This is an optimization exercise on Yosys and OpenROAD, whose aim is small area, a short achievable clock period and few clock cycles, not a production implementation. Where RTL was checked, it was by simulation tests only, not by an equivalence proof against the original. Power and IR drop assume default switching activity.

run a:
Design ccb, start of the top module:
module ccb (
    input  wire         clk,
    input  wire         rst,
    input  wire         cmd_valid,
    output reg          cmd_ready,
    input  wire [31:0]  cmd_data,
    output reg          rsp_valid,
    output reg  [2:0]   rsp_status,
    output reg  [31:0]  rsp_value,
    input  wire         edge_valid,
    input  wire [31:0]  edge_data,
    input  wire [29:0]  pin_i,
    input  wire [63:0]  time_i,
    output reg          ev_valid,
    output reg          ev_pulse,
    output reg  [2:0]   ev_ch,
    output reg  [15:0]  ev_val,
    output wire [127:0] duty_o,
    output reg  [29:0]  pin_oe,
    output reg  [89:0]  pin_ch,
    output wire         err_o
);
Size in the first run: roughly 1,200 flip-flops, ~470 I/O pins.
==> flow/config.mk <==
export PLATFORM = sky130hd
export DESIGN_NAME = ccb
export DESIGN_NICKNAME = ccb
export VERILOG_FILES = /design/flow/design.v
export SDC_FILE = /design/flow/constraint.sdc
export NUM_CORES = 4
export LEC_CHECK = 0
export ABC_CLOCK_PERIOD_IN_PS = 3000
export CAP_MARGIN = 20
export CELL_PAD_IN_SITES_DETAIL_PLACEMENT = 1
export CELL_PAD_IN_SITES_GLOBAL_PLACEMENT = 1
export CORE_MARGIN = 2
export CORE_UTILIZATION = 40
export CTS_BUF_LIST = sky130_fd_sc_hd__clkbuf_8
export SLEW_MARGIN = 20
==> flow/constraint.sdc <==
create_clock -name core_clock -period 14.0 [get_ports {clk}]
set_input_delay 2.8000 -clock core_clock [delete_from_list [all_inputs] [get_ports {clk}]]
set_output_delay 2.8000 -clock core_clock [all_outputs]
set_load 0.01 [all_outputs]
standard.sh (not shown) runs the stock make flow with config.mk's settings and CLKGATE_MAP_FILE= SYNTH_SCRIPT=/design/flow/synth_recipe.tcl, a recipe that flattens the netlist after the stock synthesis.
==> flow/flow/run.sh <==
#!/bin/bash
# Standard layout, with timing repair aimed well below the design's period
# and plain buffers (instead of delay cells) on the ports.
set -euo pipefail
bash standard.sh SETUP_SLACK_MARGIN=9.5 "BUFFER_PORTS_ARGS=-buffer_cell sky130_fd_sc_hd__buf_2" finish > standard_flow.log 2>&1
Run a: full flow OK, the timing, design-rule and antenna checks passed
diff inputs: run a => run b
--- a/flow/design.v
+++ b/flow/design.v
@@ -112,25 +112,24 @@
     reg  [1:0]  left;             
     reg  [4:0]  h_op;
     reg  [2:0]  h_ch;
     reg         h_b;
     reg  [5:0]  h_pin;            
     reg  [2:0]  h_st;             
     reg  [13:0] hf;               
     reg  [63:0] xq;               
     reg  [7:0]  rawq;             
     reg  [7:0][3:0] winq;         
     reg  [7:0]  plq;              
     reg         pmq;              
-    reg         pollq;            
     reg         rtenq;            
     reg  [7:0]  rtfq;             
     reg  [7:0]  tgq;              
     reg  [7:0]  updq;             
     reg  [7:0]  ebq;              
     reg  [7:0]  em;
     reg  [1:0]  emode;
     reg         ehalf;
     reg         rv1;              
     wire accept = cmd_valid && cmd_ready;
     reg  go_q;                    
     wire go     = go_q;
@@ -183,28 +182,27 @@
                           c_op == OP_RESOLVE || c_op == OP_POLL) ? 2'd2 :
                          (c_op == OP_SETPOL) ? 2'd1 : 2'd0;
     wire [63:0] pv     = {cmd_data, xq[31:0]};
     reg  [7:0]  c_pvok;
     always @(*) begin : pvchk
         integer c;
         for (c = 0; c < 8; c = c + 1) c_pvok[c] = pv[8*c +: 8] <= 8'd29;
     end
     wire [2:0]  o_st   = (h_st != 3'd0) ? h_st :
                          (h_op == OP_SETPOL && cmd_data[31:8] != 24'd0) ? 3'd2 : 3'd0;
     wire        l1        = !rst && c_hdr && c_st == 3'd0;
     wire        l2        = !rst && c_last && o_st == 3'd0;
-    wire        l_hdr     = !rst && c_hdr;
-    wire        l_process = l_hdr && cmd_data == {OP_PROCESS, 27'd0};
-    wire        l_tick    = l_hdr && {cmd_data[31:25], cmd_data[21:0]} == {OP_TICK, 24'd0};
-    wire        l_retgt   = l_hdr && {cmd_data[31:25], cmd_data[20:0]} == {OP_RETARGET, 23'd0};
+    wire        l_process = l1 && c_op == OP_PROCESS;
+    wire        l_tick    = l1 && c_op == OP_TICK;
+    wire        l_retgt   = l1 && c_op == OP_RETARGET;
     wire        l_resolve = l2 && h_op == OP_RESOLVE;
     wire        l_poll    = l2 && h_op == OP_POLL;
     wire [2:0]  l_ch      = (st == S_OPS) ? h_ch : cmd_data[24:22];
     wire        l_b       = (st == S_OPS) ? h_b  : cmd_data[21];
     wire [7:0]  l_sel     = 8'd1 << l_ch;
     wire o_reset   = hf[0];
     wire o_setled  = hf[1];
     wire o_setsns  = hf[2];
     wire o_setpol  = hf[3];
     wire o_setpoll = hf[4];
     wire o_stest   = hf[5];
     wire o_process = hf[6];
@@ -238,25 +236,25 @@
     always @(*) begin : steps
         integer c;
         for (c = 0; c < 8; c = c + 1) begin
             cup[c] = (cur[c] >= 5'd23) ? 5'd25 : cur[c] + 5'd2;
             cdn[c] = (cur[c] <= 5'd2)  ? 5'd0  : cur[c] - 5'd2;
         end
     end
     always @(*) begin : perch
         integer c;
         for (c = 0; c < 8; c = c + 1) begin
             lg[c]   = rawq[c] ^ al[c];
             rej[c]  = winq[c][0] && (winq[c][1] ? winq[c][2] : winq[c][3]);
-            enr[c]  = (pmq && m[c]) || (pollq && (rawq[c] != lraw[c])) || plq[c];
+            enr[c]  = (pmq && m[c]) || plq[c];
             acc[c]  = enr[c] && !rej[c] && (lg[c] != door[c]);
             rtc[c]  = (acc[c] && rtenq && (lg[c] != tgt[c])) || rtfq[c];
             tnew[c] = tgt[c] ^ rtc[c];
             tick[c] = tgq[c] && (fad[c] || rtc[c]);
             cnext[c] = ({5{tnew[c]}}  & cup[c]) | ({5{!tnew[c]}} & cdn[c]);
             fnew[c] = tnew[c] ? (cnext[c] != 5'd25) : (cnext[c] != 5'd0);
         end
     end
     wire [7:0] res_oh = selc & acc;
     wire       res_any = |res_oh;
     wire       res_lg  = |(res_oh & lg);
     wire [7:0] tfirst = first1(tick);
@@ -290,31 +288,31 @@
     always @(posedge clk) begin : dqw
         integer c;
         for (c = 0; c < 8; c = c + 1)
             if (rst)         dq[c] <= 12'd0;
             else if (dwr[c]) dq[c] <= ev_nval;
     end
     wire [63:0] now_in = (st == S_OPS) ? pv : time_i;
     integer c;
     always @(posedge clk) begin
         for (c = 0; c < 8; c = c + 1) begin
             rawq[c] <= (st == S_OPS) ? h_b : pin_i[sns[c]];
             winq[c] <= inwin(now_in, lt[c]) & {3'b111, tsv[c]};
-            plq[c]  <= (l_resolve && l_sel[c]) || (l_poll && l_sel[c] && (h_b != lraw[c]));
+            plq[c]  <= l_process ? (poll_en && (pin_i[sns[c]] != lraw[c])) :
+                       (l_resolve && l_sel[c]) || (l_poll && l_sel[c] && (h_b != lraw[c]));
             rtfq[c] <= l_retgt && l_sel[c] && (l_b != tgt[c]);
             tgq[c]  <= l_process || (l_tick && l_sel[c]);
             updq[c] <= l_process ? poll_en : (l_poll && l_sel[c]);
         end
         pmq   <= l_process;
-        pollq <= l_process && poll_en;
         rtenq <= l_process || l_poll;
         ebq <= rst ? 8'd0 : edge_bits(edge_valid, edge_data, sns_eff);
         for (c = 0; c < 8; c = c + 1)
             if (acc[c]) lt[c] <= xq;
         if (st == S_IDLE) begin
             xq <= time_i;
         end else if (st == S_OPS && accept) begin
             if (left == 2'd2) xq[31:0]  <= cmd_data;
             else              xq[63:32] <= cmd_data;
         end
         if (rst) begin
             go_q      <= 1'b0;
Results
The final reports for run b and run a show share of total power in the clock network higher in the former. Of run b and run a, the run reporting the lower via density per instance was run a. [compare] base=run a new=run b: die area neither gained nor lost much, depth of the worst register-to-register path lost 3. Compared with run a, in run b global-route wire length before repair neither gained nor lost much; total wire length decreased by 2300 um relative to the old numbers; cell depth of the worst setup path went down by 9. Looking at run b and run a, the total via count after detailed routing is a wash. Run a → run b: final worst hold slack shows an increase of 9.5 ps, mean area per synthesized cell decreased 0.43%. Diff run a -> run b: non-clock buffer contribution to total cell area has decreased; total power has increased. Looking at routing usage on met2, run b sits 1.2 points lower than run a does.
Testbench counts of run b, summed over its fixed seeds: cycles 30,149.
Function not checked in run a: the RTL went through the layout flow alone.

[static timing again, ports no longer ideal]
The flow's constraints put no driver on any port. The routed layouts listed below were extracted and timed again, unchanged, in two steps. Step 1 (the two cells are an assumption about what drives the block):
set clk [get_ports {clk}]
set_driving_cell -lib_cell sky130_fd_sc_hd__clkbuf_16 $clk
set_driving_cell -lib_cell sky130_fd_sc_hd__buf_2 [delete_from_list [all_inputs] $clk]
Step 2 moves the port delays by t, midway between the first and last clock arrival at a register: inputs arrive t later, outputs are due t later. That takes back most of the time a late clock gives input paths. a / b / c = no drivers / after step 1 / after step 2; a / b = the first two.
| run | t (ns) | setup slack, ns | hold WS [ns] |
|---|---|---|---|
| run a | 1.079 | 9.399 / 9.387 / 8.387 | 0.467 / 0.467 / 0.467 |
| run b | 1.050 | 9.462 / 9.376 / 8.401 | 0.477 / 0.477 / 0.477 |
After both steps setup and hold are still met in every run listed. The setup slack of run b, which loses most, moves by -0.086 ns with the drivers and by -1.061 ns with both steps.
